Context: an optimization exercise on an open-source flow, tuned for small area, a short achievable clock period and few clock cycles. The choices shown serve that exercise and are no tape-out recipe. The RTL was checked by simulation tests, not by an equivalence proof against the original design. Power is estimated from default activity; no workload was simulated.

$ cat design/flow/run.sh
#!/bin/bash
# synth_recipe.tcl (not shown) runs the flow's synth.tcl, then flattens the netlist and writes it again
# the make line also repeats each setting of config.mk as NAME=value (left out here)
make -C /OpenROAD-flow-scripts/flow DESIGN_CONFIG=/design/flow/config.mk WORK_HOME=/design/flow/orfs CLKGATE_MAP_FILE= SYNTH_SCRIPT=/design/flow/synth_recipe.tcl finish
$ cat design/flow/config.mk
export PLATFORM = sky130hd
export DESIGN_NAME = delta_codec
export DESIGN_NICKNAME = delta_codec
export VERILOG_FILES = /design/flow/design.v
export SDC_FILE = /design/flow/constraint.sdc
export NUM_CORES = 4
export LEC_CHECK = 0
export ABC_AREA = 1
export CAP_MARGIN = 20
export CORE_MARGIN = 2
export CORE_UTILIZATION = 40
export SETUP_SLACK_MARGIN = 2.9
export SLEW_MARGIN = 20
$ cat design/flow/constraint.sdc
create_clock -name core_clock -period 6.0 [get_ports {clk}]
set_input_delay 1.2000 -clock core_clock [delete_from_list [all_inputs] [get_ports {clk}]]
set_output_delay 1.2000 -clock core_clock [all_outputs]
set_load 0.01 [all_outputs]
$ cat design/flow/design.v
module delta_ctl (
    input  wire [2:0] c,
    input  wire [1:0] ovf,
    input  wire [1:0] unf,
    input  wire       over,       
    input  wire       under,      
    output reg  [2:0] c_next,
    output reg  [1:0] ovf_next,
    output reg  [1:0] unf_next
);
    always @* begin
        c_next   = c;
        ovf_next = (ovf != 2'd0) ? ovf - 2'd1 : 2'd0;
        unf_next = (unf != 2'd0) ? unf - 2'd1 : 2'd0;
        if (over) begin
            if (ovf == 2'd3) begin
                if (c != 3'd7) c_next = c + 3'd1;
                ovf_next = 2'd0;
                unf_next = 2'd0;
            end else begin
                ovf_next = ovf + 2'd1;
            end
        end else if (under) begin
            if (unf == 2'd3) begin
                if (c != 3'd1) c_next = c - 3'd1;
                ovf_next = 2'd0;
                unf_next = 2'd0;
            end else begin
                unf_next = unf + 2'd1;
            end
        end
    end
endmodule
module delta_enc (
    input  wire       clk,
    input  wire       rst,
    input  wire       in_valid,
    output wire       in_ready,
    input  wire [7:0] in_data,
    input  wire       in_last,
    input  wire [3:0] in_cs,
    output wire       out_valid,
    input  wire       out_ready,
    output wire [7:0] out_data,
    output wire       out_last
);
    localparam W = 32;    
    reg          v1, first1, last1, open;
    reg  [7:0]   c1, d1;
    reg  [2:0]   c;
    reg  [1:0]   ovf, unf;
    reg          term;    
    reg          fin;     
    reg  [W-1:0] acc;
    reg  [5:0]   cnt;     
    reg          ov, ol;
    reg  [7:0]   od;
    assign out_valid = ov;
    assign out_data  = od;
    assign out_last  = ol;
    wire [7:0] lt;
    assign lt[0] = (d1 == 8'd0);
    genvar k;
    generate
        for (k = 1; k < 8; k = k + 1) begin : g_lt
            assign lt[k] = (d1[7:k] == {(8-k){1'b0}}) ||
                           ((d1[7:k] == {(8-k){1'b1}}) && (d1[k-1:0] != {k{1'b0}}));
        end
    endgenerate
    wire fits  = lt[c];                        
    wire [7:0] ltm = {lt[6:0], 1'b0};
    wire under = ltm[c];                       
    wire le16    = !cnt[5] && (!cnt[4] || cnt[3:0] == 4'd0);
    wire le8     = (cnt[5:4] == 2'd0) && (!cnt[3] || cnt[2:0] == 3'd0);
    wire ge8     = (cnt[5:3] != 3'd0);
    wire app     = v1 && !fin && le16;         
    wire consume = app && (term || !last1);
    reg  rdy;                                  
    assign in_ready = rdy;
    wire in_fire = in_valid && in_ready;
    wire anchor = first1 && !term;
    wire sent   = term || !fits;
    wire sel8   = anchor || sent;
    wire [7:0] sentw = 8'd1 << c;              
    wire [7:0] maskw = ~(8'hFE << c);          
    wire [7:0] low   = sent ? sentw : (d1 & maskw);
    wire [W-1:0] ysh = (acc << 1) << c;
    wire [W-1:0] y   = anchor ? acc : (ysh | {{(W-8){1'b0}}, low});
    wire [W-1:0] an  = sel8 ? {y[W-9:0], c1} : y;
    wire [2:0] c_upd;
    wire [1:0] ovf_upd, unf_upd;
    delta_ctl u_ctl (
        .c(c), .ovf(ovf), .unf(unf), .over(!fits), .under(under),
        .c_next(c_upd), .ovf_next(ovf_upd), .unf_next(unf_upd)
    );
    wire free     = !ov || out_ready;
    wire rd_final = fin && le8;
    wire rd       = free && (fin || ge8);
    wire [W+7:0] wsh = {acc, 8'd0} >> cnt;
    wire [5:0] cnt_b  = (rd && rd_final) ? 6'd0 : cnt;
    wire [5:0] cnt_lo = cnt_b + ((app && !anchor) ? {3'd0, c} + 6'd1 : 6'd0);
    wire       up8    = app && sel8;
    wire       dn8    = rd && !rd_final;
    wire [2:0] hi_adj = (up8 && !dn8) ? 3'd1 : ((dn8 && !up8) ? 3'd7 : 3'd0);
    wire [5:0] cnt_n  = {cnt_lo[5:3] + hi_adj, cnt_lo[2:0]};
    wire v1_n    = in_fire || (v1 && !consume);
    wire last1_n = in_fire ? in_last : last1;
    wire term_n  = app ? (!term && last1) : term;
    wire fin_n   = (app && term) || (fin && !(rd && rd_final));
    wire le16_n  = !cnt_n[5] && (!cnt_n[4] || cnt_n[3:0] == 4'd0);
    wire rdy_n   = !v1_n || (!fin_n && le16_n && (term_n || !last1_n));
    always @(posedge clk) begin
        if (rst) begin
            v1   <= 1'b0;
            open <= 1'b0;
            term <= 1'b0;
            fin  <= 1'b0;
            cnt  <= 6'd0;
            ov   <= 1'b0;
            rdy  <= 1'b1;
        end else begin
            v1   <= v1_n;
            term <= term_n;
            fin  <= fin_n;
            cnt  <= cnt_n;
            rdy  <= rdy_n;
            if (in_fire) begin
                c1     <= in_data;
                d1     <= in_data - c1;
                first1 <= !open;
                last1  <= in_last;
                open   <= !in_last;
                if (!open) begin
                    c   <= in_cs[2:0] - 3'd1;
                    ovf <= 2'd0;
                    unf <= 2'd0;
                end
            end
            if (app) begin
                acc <= an;
                if (!anchor && !term) begin
                    c   <= c_upd;
                    ovf <= ovf_upd;
                    unf <= unf_upd;
                end
            end
            if (rd) begin
                ov <= 1'b1;
                od <= wsh[7:0];
                ol <= rd_final;
            end else if (out_ready) begin
                ov <= 1'b0;
            end
        end
    end
endmodule
module delta_dec (
    input  wire       clk,
    input  wire       rst,
    input  wire       in_valid,
    output wire       in_ready,
    input  wire [7:0] in_data,
    input  wire       in_last,
    input  wire [3:0] in_cs,
    output wire       out_valid,
    input  wire       out_ready,
    output wire [7:0] out_data,
    output wire       out_end
);
    localparam [1:0] DS_IDLE  = 2'd0,   
                     DS_ANCH  = 2'd1,   
                     DS_CODE  = 2'd2,   
                     DS_DRAIN = 2'd3;   
    localparam W = 28;    
    reg [1:0]    st;
    reg [W-1:0]  acc;
    reg [4:0]    cnt;       
    reg [2:0]    c;         
    reg [1:0]    ovf, unf;
    reg          seen_last;
    reg          ov, oe;
    reg [7:0]    od;        
    assign out_valid = ov;
    assign out_data  = od;
    assign out_end   = oe;
    wire [W+15:0] wsh = {acc, 16'd0} >> cnt;
    wire [15:0]   win = wsh[15:0];
    wire [7:0]    t   = win[15:8];
    wire [7:0] zr;    
    wire [7:0] zr2;   
    assign zr[0]  = 1'b1;
    assign zr2[0] = 1'b1;
    assign zr2[1] = 1'b1;
    genvar j;
    generate
        for (j = 1; j < 8; j = j + 1) begin : g_zr
            assign zr[j] = zr[j-1] & ~t[7-j];
        end
        for (j = 2; j < 8; j = j + 1) begin : g_zr2
            assign zr2[j] = zr2[j-1] & ~t[7-j];
        end
    endgenerate
    wire       is_sent = t[7] & zr[c];
    wire       under   = (t[7] == t[6]) & ~(t[7] & zr2[c]);
    wire [15:0] sx     = {{8{t[7]}}, t} >> (3'd7 - c);
    wire [7:0] sd      = sx[7:0];
    wire [7:0] recon   = od + sd;
    wire [15:0] rsh    = (win << 1) << c;
    wire [7:0] raw     = rsh[15:8];
    wire       anch    = (st == DS_ANCH);
    wire       parsing = (st == DS_ANCH) || (st == DS_CODE);
    wire [5:0] diff    = {1'b0, cnt} - {3'd0, c} - 6'd1;    
    wire       h8      = (cnt[4:3] != 2'd0);
    wire       hc      = !diff[5];
    wire       hc8     = !diff[5] && (diff[4:3] != 2'd0);
    wire       have    = anch ? h8 : (is_sent ? hc8 : hc);
    wire       out_free = !ov || out_ready;
    wire       step    = parsing && out_free && have;
    wire       exhaust = parsing && out_free && !have && seen_last;
    wire       term    = step && !anch && is_sent && (raw == od);
    wire       ending  = term || exhaust;
    reg  rdy;
    assign in_ready = rdy;
    wire in_fire = in_valid && in_ready;
    wire [2:0] c_upd;
    wire [1:0] ovf_upd, unf_upd;
    delta_ctl u_ctl (
        .c(c), .ovf(ovf), .unf(unf), .over(is_sent), .under(under),
        .c_next(c_upd), .ovf_next(ovf_upd), .unf_next(unf_upd)
    );
    wire [4:0] cnt_lo = (step && !anch) ? diff[4:0] : cnt;
    wire       dn8    = step && (anch || is_sent);
    wire [1:0] hi_adj = (in_fire && !dn8) ? 2'd1 : ((dn8 && !in_fire) ? 2'd3 : 2'd0);
    wire [4:0] cnt_n  = {cnt_lo[4:3] + hi_adj, cnt_lo[2:0]};
    reg  [1:0] st_n;
    reg  [4:0] cnt_nx;
    reg        sl_n;
    always @* begin
        st_n   = st;
        cnt_nx = cnt;
        sl_n   = seen_last;
        case (st)
            DS_IDLE: if (in_fire) begin
                st_n   = DS_ANCH;
                cnt_nx = 5'd8;
                sl_n   = in_last;
            end
            DS_DRAIN: if (in_fire && in_last) st_n = DS_IDLE;
            default: begin
                if (ending) begin
                    st_n   = (seen_last || (in_fire && in_last)) ? DS_IDLE : DS_DRAIN;
                    cnt_nx = 5'd0;
                    sl_n   = 1'b0;
                end else begin
                    cnt_nx = cnt_n;
                    if (in_fire) sl_n = in_last;
                    if (step && anch) st_n = DS_CODE;
                end
            end
        endcase
    end
    wire le20_n = !cnt_nx[4] || (!cnt_nx[3] && (!cnt_nx[2] || cnt_nx[1:0] == 2'd0));
    wire rdy_n  = (st_n == DS_IDLE) || (st_n == DS_DRAIN) || (!sl_n && le20_n);
    always @(posedge clk) begin
        if (rst) begin
            st        <= DS_IDLE;
            cnt       <= 5'd0;
            seen_last <= 1'b0;
            ov        <= 1'b0;
            rdy       <= 1'b1;
        end else begin
            st        <= st_n;
            cnt       <= cnt_nx;
            seen_last <= sl_n;
            rdy       <= rdy_n;
            if (in_fire)
                acc <= {acc[W-9:0], in_data};
            if (st == DS_IDLE && in_fire) begin
                c   <= in_cs[2:0] - 3'd1;
                ovf <= 2'd0;
                unf <= 2'd0;
            end
            if (ending) begin
                ov <= 1'b1;
                oe <= 1'b1;
            end else if (step) begin
                ov <= 1'b1;
                oe <= 1'b0;
                if (anch) begin
                    od <= t;
                end else begin
                    od  <= is_sent ? raw : recon;
                    c   <= c_upd;
                    ovf <= ovf_upd;
                    unf <= unf_upd;
                end
            end else if (out_ready) begin
                ov <= 1'b0;
            end
        end
    end
endmodule
module delta_codec (
    input  wire       clk,
    input  wire       rst,
    input  wire       enc_in_valid,
    output wire       enc_in_ready,
    input  wire [7:0] enc_in_data,
    input  wire       enc_in_last,
    input  wire [3:0] enc_in_cs,
    output wire       enc_out_valid,
    input  wire       enc_out_ready,
    output wire [7:0] enc_out_data,
    output wire       enc_out_last,
    input  wire       dec_in_valid,
    output wire       dec_in_ready,
    input  wire [7:0] dec_in_data,
    input  wire       dec_in_last,
    input  wire [3:0] dec_in_cs,
    output wire       dec_out_valid,
    input  wire       dec_out_ready,
    output wire [7:0] dec_out_data,
    output wire       dec_out_end
);
    delta_enc u_enc (
        .clk(clk), .rst(rst),
        .in_valid(enc_in_valid), .in_ready(enc_in_ready), .in_data(enc_in_data),
        .in_last(enc_in_last), .in_cs(enc_in_cs),
        .out_valid(enc_out_valid), .out_ready(enc_out_ready), .out_data(enc_out_data),
        .out_last(enc_out_last)
    );
    delta_dec u_dec (
        .clk(clk), .rst(rst),
        .in_valid(dec_in_valid), .in_ready(dec_in_ready), .in_data(dec_in_data),
        .in_last(dec_in_last), .in_cs(dec_in_cs),
        .out_valid(dec_out_valid), .out_ready(dec_out_ready), .out_data(dec_out_data),
        .out_end(dec_out_end)
    );
endmodule
==> results_dict.tcl, run 1 <==
set metrics [dict create \
    crit_path_end_kind "register" \
    grt_max_degree 62 \
    num_rows 62 \
    ir_drop_uv 195 \
    fin_crit_ns 3.66 \
    path_common_cell "nor2_1" \
    cp_slowest_cell "edfxtp_1" \
    yosys_warnings 3 \
    worstPathMaxFanout 3 \
    numCtsBuffers 17 \
    cp-start-kind "register" \
    synth_ff_type "edfxtp_1" \
    postRouteAntennaNets 0 \
    die_area_mm2 0.0309 \
    final.fill_count 2749 \
    post-route-period-util_pct 61.0 \
    cap_violations 0 \
    crit_family "simple AND/OR/NAND/NOR gates" \
    cts_hold_buffers 0 \
    clockBufferDepth 2 \
    antenna_cells 0 \
    track_usage_pct 25.5 \
    ys_seq_elements 132 \
    fin_skew_ns 0.0150 \
    cts-htree-levels 4 \
    final_common_cell "nand2_1" \
    synthToLayoutAreaGrowth_pct 33.4 \
    die_w_um 176 \
    root_buffer "clkbuf_16" \
    dp_worst_setup_slack_ns 1.36 \
    slew_violations 0 \
    grt_pass1_vias 12534 \
    syn_area_per_cell_um2 6.67 \
    async_reset_ff_share_pct 0 \
    cts_num_sinks 132 \
    cp.required_ns 6.37 \
    slew_headroom_pct 29.1 \
    synthDistinctLibCells 53 \
    core_area_mm2 0.0289 \
    portBuffers 51 \
    outcome "finished clean" \
    finalPower_uw 6000 \
    layout-drive-gt1-share_pct 22.5 \
    worst-path-buf-inv 7 \
    synth_edf_count 110 \
    finalHoldViolCount 0 \
    max_freq_mhz 273 \
    p_leak_uw 0.00689 \
    die_y_um 176 \
    synthesis.area_mm2 0.0118 \
    synth-seq-area-share_pct 31.7 \
    final_cell_mix "nand2_1, nand3_1, o21ai_0" \
    finalSetupViolCount 0 \
    finalWirelength_um 40600 \
    synth_compound_area_share_pct 16.8 \
    nets 2008 \
    netlist_instances 1769 \
    hold_ws_ns 0.485 \
    setup_tns_ns 0 \
    synthAdderAreaFrac_pct 6.47 \
    cts.clk_slew.worst_paths_ns 0.07 \
    start_util_pct 40.9 \
    pin_count 54 \
    post-dp-hpwl_um 25500 \
    crit_path_max_incr_delay_ns 0.43 \
    tritoncts "done" \
    worst_slew_pin_slew_ns 1.06 \
    gp_congestion 0.901 \
    synth_simple_gate_area_share_pct 31.9 \
    synth_top_family_by_area "simple AND/OR/NAND/NOR gates" \
    setup_slack_ns 2.34 \
    drc 0 \
    viasPerCell 5.64 \
    wl_per_cell_um 17.5 \
    grt_pass1_wl_um 63400 \
    hp-class "reg -> reg" \
    cp.arrival_ns 4.03 \
    critPathKind "reg -> reg" \
    antenna_found_initial 0 \
    syn-num-nets 1859 \
    via_count 13060 \
    synth-xor-area-share_pct 2.08 \
    drtIter0Drc 1386 \
    power.density_mw_per_mm2 381 \
    clk-insertion-delay-late_ns 0.44 \
    synthMuxAreaShare_pct 1.61 \
    grt_remaining_overflow 0 \
    rsz0062_at_grt "yes" \
    drtPass1Iterations 6 \
]
## cell type report
| class | count | area, µm² | share of cell area [%] |
|---|---|---|---|
| multi-input cells | 1352 | 7880 | 50.0 |
| repair buffers | 214 | 2140 | 13.6 |
| well taps | 384 | 480 | 3.05 |
| clock buffers | 18 | 429 | 2.73 |
| clock inverters | 14 | 153 | 0.970 |
| inverters | 197 | 852 | 5.41 |
| flip-flops and latches | 132 | 3770 | 24.0 |
| repair inverters | 4 | 40.0 | 0.254 |
## synth_stat cells, drive strengths merged (9+ instances only)
| master | instances | share of area, % |
|---|---|---|
| clkbuf | 54 | 1.7 |
| o211ai | 10 | 0.64 |
| ha | 53 | 5.6 |
| o21ai | 237 | 10 |
| nand3 | 250 | 11 |
| a21oi | 57 | 2.4 |
| nand2 | 488 | 16 |
| dfxtp | 22 | 3.7 |
| edfxtp | 110 | 28 |
| xor2 | 20 | 1.5 |
| nor3 | 9 | 0.38 |
| o22ai | 11 | 0.58 |
| mux2i | 19 | 1.6 |
| inv | 190 | 6.0 |
| nor2 | 120 | 4.0 |
| buf | 34 | 1.5 |
## flip-flops by register name (all words and copies together) (netlist names), 2 cells and up
register / count
u_dec.cnt: 5
u_enc.acc: 32
u_dec.c: 3
u_enc.d1: 8
u_dec.acc: 28
u_enc.unf: 2
u_enc.od: 8
u_enc.ovf: 2
u_enc.c1: 8
u_enc.cnt: 6
u_enc.c: 3
u_dec.ovf: 2
u_dec.od: 8
u_dec.st: 2
u_dec.unf: 2
## worst paths after layout
kind	from	endpoint	slack (ns)	cells after the start
worst min-delay path	u_enc.open$_SDFFE_PP0P_	u_enc.first1$_DFFE_PP_	0.49	1
worst max register to register	u_enc.d1[6]$_DFFE_PP_	u_enc.cnt[5]$_SDFF_PP0_	2.34	25
worst max-delay path	u_enc.d1[6]$_DFFE_PP_	u_enc.cnt[5]$_SDFF_PP0_	2.34	25
worst min register to register	u_enc.open$_SDFFE_PP0P_	u_enc.first1$_DFFE_PP_	0.49	1
## timing repair
action	CTS	global route
gates resized for setup	188	133
setup buffers	106	34
setup endpoints to repair	80	79
pin swaps	61	73
gates cloned	10	4
## stage by stage
step                      instances  instance area (µm²)  util [%]
final                          2315                15700      54.5
after global placement         2129                12600      43.7
after floorplan                1769                11900         -
after CTS                      2277                14900      51.7
after detailed placement       2129                12600      43.7
after global routing           2315                15700      54.5
## where the power goes
| group | total [µW] | switching (µW) | internal, µW |
|---|---|---|---|
| Clock | 1080 | 468 | 617 |
| Sequential | 1400 | 171 | 1230 |
| Combinational | 3510 | 2110 | 1400 |
## metal layers
metal | part of all wire [%] | GRT usage [%] | up-vias
met1 | 40 | 29.9 | 6110
met5 | 0 | 0 | -
li1 | - | - | 6270
met3 | 5.2 | 3.46 | 134
met2 | 50 | 46.1 | 546
met4 | 4.7 | 11.9 | 0
## cells by family (layout without fill, tap and decap cells)
kind of cell | count (synthesis) | count (layout)
simple gates | 887 | 887
flops | 132 | 132
xor+xnor | 28 | 28
compound gates | 360 | 360
fa+ha+maj | 58 | 58
buf+inv | 285 | 447
mux | 19 | 19
Testbench counts, summed over its fixed seeds: cycles 20,841.
==> run 2, diff against run 1 <==
--- a/design/flow/config.mk
+++ b/design/flow/config.mk
@@ -9,5 +9,5 @@
 export CAP_MARGIN = 20
 export CORE_MARGIN = 2
 export CORE_UTILIZATION = 40
-export SETUP_SLACK_MARGIN = 2.9
+export SETUP_SLACK_MARGIN = 2.4
 export SLEW_MARGIN = 20
==> run 2 against run 1 <==
Effect of this change: setup slack gained 0.086 ns; flip-flop and latch count unchanged; non-clock buffer count down 66; core utilization fell by 4.5 points; global-route usage down 2.1 points; first-iteration DRC count is 14% lower; clock power hardly changed; via count down 5.2%; sequential power hardly changed; critical path type unchanged.
==> results_dict.tcl, run 2 <==
set metrics [dict create \
    outcome "finished clean" \
    clockPowerShare_pct 19.3 \
    synthTopCellsByArea "edfxtp_1, nand2_1, nand3_1, o21ai_0, inv_1" \
    ys_seq_elements 132 \
    largest-register "u_enc.acc" \
    drtIter0Drc 1190 \
    layout-drive-gt1-share_pct 13.4 \
    ir_drop_uv 194 \
    max_freq_mhz 280 \
    antenna_found_initial 0 \
    power.internal_uw 2980 \
    power.density_mw_per_mm2 379 \
    via_count 12383 \
    fin_crit_ns 3.57 \
    cts.clk_slew.worst_paths_ns 0.07 \
    cp-endpoint "u_enc.rdy$_SDFF_PP1_" \
    p_sw_share_pct 45.6 \
    gp_congestion 0.939 \
    hold_ws_ns 0.478 \
    clk-insertion-delay-late_ns 0.43 \
    syn-num-nets 1859 \
    cap_violations 0 \
    p_comb_share_pct 55.1 \
    netlist_instances 1769 \
    synthDistinctLibCells 53 \
    num_rows 62 \
    rrSetupSlack_ns 2.43 \
    grt_pass1_vias 11673 \
    synth_commonest_cells "nand2_1, nand3_1, o21ai_0, inv_1, nor2_1" \
    portBuffers 51 \
    fin_skew_ns 0.0133 \
    syn_area_per_cell_um2 6.67 \
    synth_top_area_share_pct 28.0 \
    dp_worst_setup_slack_ns 1.38 \
    synth-seq-area-share_pct 31.7 \
    cts-htree-levels 4 \
    post-route-period-util_pct 59.6 \
    setup_tns_ns 0 \
    critPathKind "reg -> reg" \
    path_common_cell "inv_1" \
    grt_pass1_wl_um 58300 \
    yosysMostFrequentCell "nand2_1" \
    cp.arrival_ns 3.89 \
    synth_top_area_cell "edfxtp_1" \
    top_regs "u_enc.acc: 32 flops, u_dec.acc: 28 flops" \
    p_leak_uw 0.00627 \
    crit_path_end_kind "register" \
    pin_count 54 \
    final_cell_mix "nand2_1, nand3_1, o21ai_0" \
    worst_slew_pin_slew_ns 0.746 \
    finalSetupViolCount 0 \
    antenna_cells 0 \
    p_sw_uw 2500 \
    synth_edf_count 110 \
    final_common_cell "nand2_1" \
    finalHoldViolCount 0 \
    core_area_mm2 0.0289 \
    die_w_um 176 \
    nets 1939 \
    numCtsBuffers 17 \
    root_buffer "clkbuf_16" \
    worstPathMaxFanout 12 \
    die_y_um 176 \
    r2r-start "u_enc.cnt[4]$_SDFF_PP0_" \
    clockBufferDepth 2 \
    finalPower_uw 5480 \
    crit_start "u_enc.cnt[4]$_SDFF_PP0_" \
    viasPerCell 5.51 \
    synth_ff_type "edfxtp_1" \
    r2r.worst_path.cells 19 \
    cts_hold_buffers 0 \
    slew_violations 0 \
    cts_num_sinks 132 \
    start_util_pct 40.9 \
    post-dp-hpwl_um 25400 \
    synthesis.area_mm2 0.0118 \
    synthToLayoutAreaGrowth_pct 22.4 \
    hp-class "reg -> reg" \
    cp.required_ns 6.31 \
    wl_per_cell_um 16.3 \
    cp_slowest_cell "dfxtp_4" \
    drtPass1Iterations 5 \
    worstPathCellList "clkinv_2, a21oi_1, nor4_1, buf_4, inv_1, nor2_1, inv_1, nor2_1, ha_1, a21oi_1, nand2_1, xnor2_1, inv_1, ha_4, fa_2, xnor2_2, xnor2_1, xor2_1, o21ai_1" \
    yosys_warnings 3 \
    finalWirelength_um 36700 \
    die_area_mm2 0.0309 \
    cp-start-kind "register" \
    slew_headroom_pct 50.1 \
    crit_path_max_incr_delay_ns 0.44 \
    rsz0062_at_grt "yes" \
    drc 0 \
    grt_remaining_overflow 0 \
    track_usage_pct 23.5 \
    whs_path_depth 1 \
    pwr-share-seq_pct 25.6 \
    r2r_end "u_enc.rdy$_SDFF_PP1_" \
    async_reset_ff_share_pct 0 \
    largest_reg_flops 32 \
    grt_max_degree 61 \
    tritoncts "done" \
    postRouteAntennaNets 0 \
    setup_slack_ns 2.43 \
]
-- run 2: changes by cell type in the layout (fill, tap and decap cells not counted), moves of 10 or more --
cell | before | now
buf_4 | 122 | 79
nand2_1 | 435 | 470
nand3_1 | 201 | 236
nand3_2 | 41 | 13
nand2_2 | 37 | 15
buf_6 | 21 | 2
o21ai_0 | 200 | 215
nand2_4 | 15 | 2
inv_1 | 161 | 171
-- run 2: final cells by class --
| class | instances | area, µm² |
|---|---|---|
| Fill cell | 2902 | 14400 |
| Multi-Input combinational cell | 1352 | 7300 |
| Timing Repair Buffer | 148 | 1470 |
| Tap cell | 384 | 480 |
| Clock buffer | 18 | 429 |
| Clock inverter | 14 | 151 |
| Inverter | 197 | 822 |
| Timing Repair inverter | 1 | 16.3 |
| Sequential cell | 132 | 3770 |
-- run 2: logic make-up after synthesis --
group,share of synthesized area (%)
AND/OR/NAND/NOR,31.9
AO/OA/AOI/OAI,16.8
XOR/XNOR,2.08
flip-flops,31.7
buffers and inverters,9.47
multiplexers,1.61
adder cells (fa/ha/maj),6.47
-- run 2: worst min path at each step --
| stage | startpoint | to | slack [ns] |
|---|---|---|---|
| after floorplan | u_enc.v1$_SDFF_PP0_ | u_enc.v1$_SDFF_PP0_ | 0.45 |
| after global routing | u_enc.open$_SDFFE_PP0P_ | u_enc.first1$_DFFE_PP_ | 0.50 |
| after CTS | u_dec.acc[8]$_DFFE_PP_ | u_dec.acc[16]$_DFFE_PP_ | 0.48 |
| after detailed placement | u_dec.acc[8]$_DFFE_PP_ | u_dec.acc[16]$_DFFE_PP_ | 0.46 |
| final | u_enc.open$_SDFFE_PP0P_ | u_enc.first1$_DFFE_PP_ | 0.48 |
| after global placement | u_dec.acc[8]$_DFFE_PP_ | u_dec.acc[16]$_DFFE_PP_ | 0.46 |
-- run 2: repair_timing --
item | 4_1_cts | 5_1_grt
cloned | 4 | 2
buffers inserted | 48 | 25
resized for setup | 87 | 79
pin swaps | 25 | 36
setup endpoints to repair | 35 | 26
-- run 2: routing by layer --
| metal | wire [µm] | up-vias | share of wire (%) | global-route usage [%] |
|---|---|---|---|---|
| met2 | 18000 | 394 | 49 | 41.8 |
| met1 | 15600 | 5763 | 43 | 28.8 |
| met3 | 1630 | 88 | 4.4 | 2.71 |
| met4 | 1400 | 0 | 3.8 | 9.61 |
| met5 | 0 | - | 0 | 0 |
| li1 | - | 6138 | - | - |
-- run 2: stage by stage --
step	util [%]	instance area [µm²]	instances
3_3_place_gp	43.5	12600	2134
5_1_grt	50.1	14400	2246
4_1_cts	48.1	13900	2218
6_report	50.1	14400	2246
2_1_floorplan	-	11800	1769
3_5_place_dp	43.5	12600	2134
-- run 2: critical path, delay by kind of cell, from the launching register on --
family / cells / cell delay (ns)
and+or+nand+nor: 4 / 0.32
DFF: 1 / 0.44
xor gates and xnor gates: 4 / 0.71
buffers and inverters: 5 / 0.70
adders and majority gates: 3 / 0.82
AOI/OAI and AO/OA: 3 / 0.47
-- run 2: power by group through the flow --
stage	registers [µW]	clock network, µW	logic (µW)
after floorplan	1340	0	1940
after global placement	1430	0	2490
after detailed placement	1430	0	2520
after CTS	1400	1070	2790
after global routing	1430	1110	3370
final	1410	1060	3020

## static timing again, ports no longer ideal
The flow's constraints put no driver on any port. The routed layouts listed below were extracted and timed again, unchanged, in two steps. Step 1: set_driving_cell puts a clkbuf_16 on clk and a buf_2 on each other input, an assumption about the parent block. Step 2 also shifts input and output timing later by t, the mid clock arrival at the registers, as if the neighbouring blocks saw the same clock. Three values: no drivers, after step 1, after step 2; two values: the first two.
run | t, ns | setup slack, ns | hold slack, ns | worst data-port slew with drivers (ns) | pins driven straight from the clock port
run 1 | 0.482 | 2.341 / 2.341 / 2.175 | 0.485 / 0.485 / 0.485 | 0.04 | 1
run 2 | 0.469 | 2.426 / 2.426 / 2.039 | 0.478 / 0.478 / 0.478 | 0.04 | 1
After both steps every run listed still meets setup and hold. For run 2, which loses most, drivers alone change the setup slack by 0.000 ns; drivers and shift together by -0.387 ns.
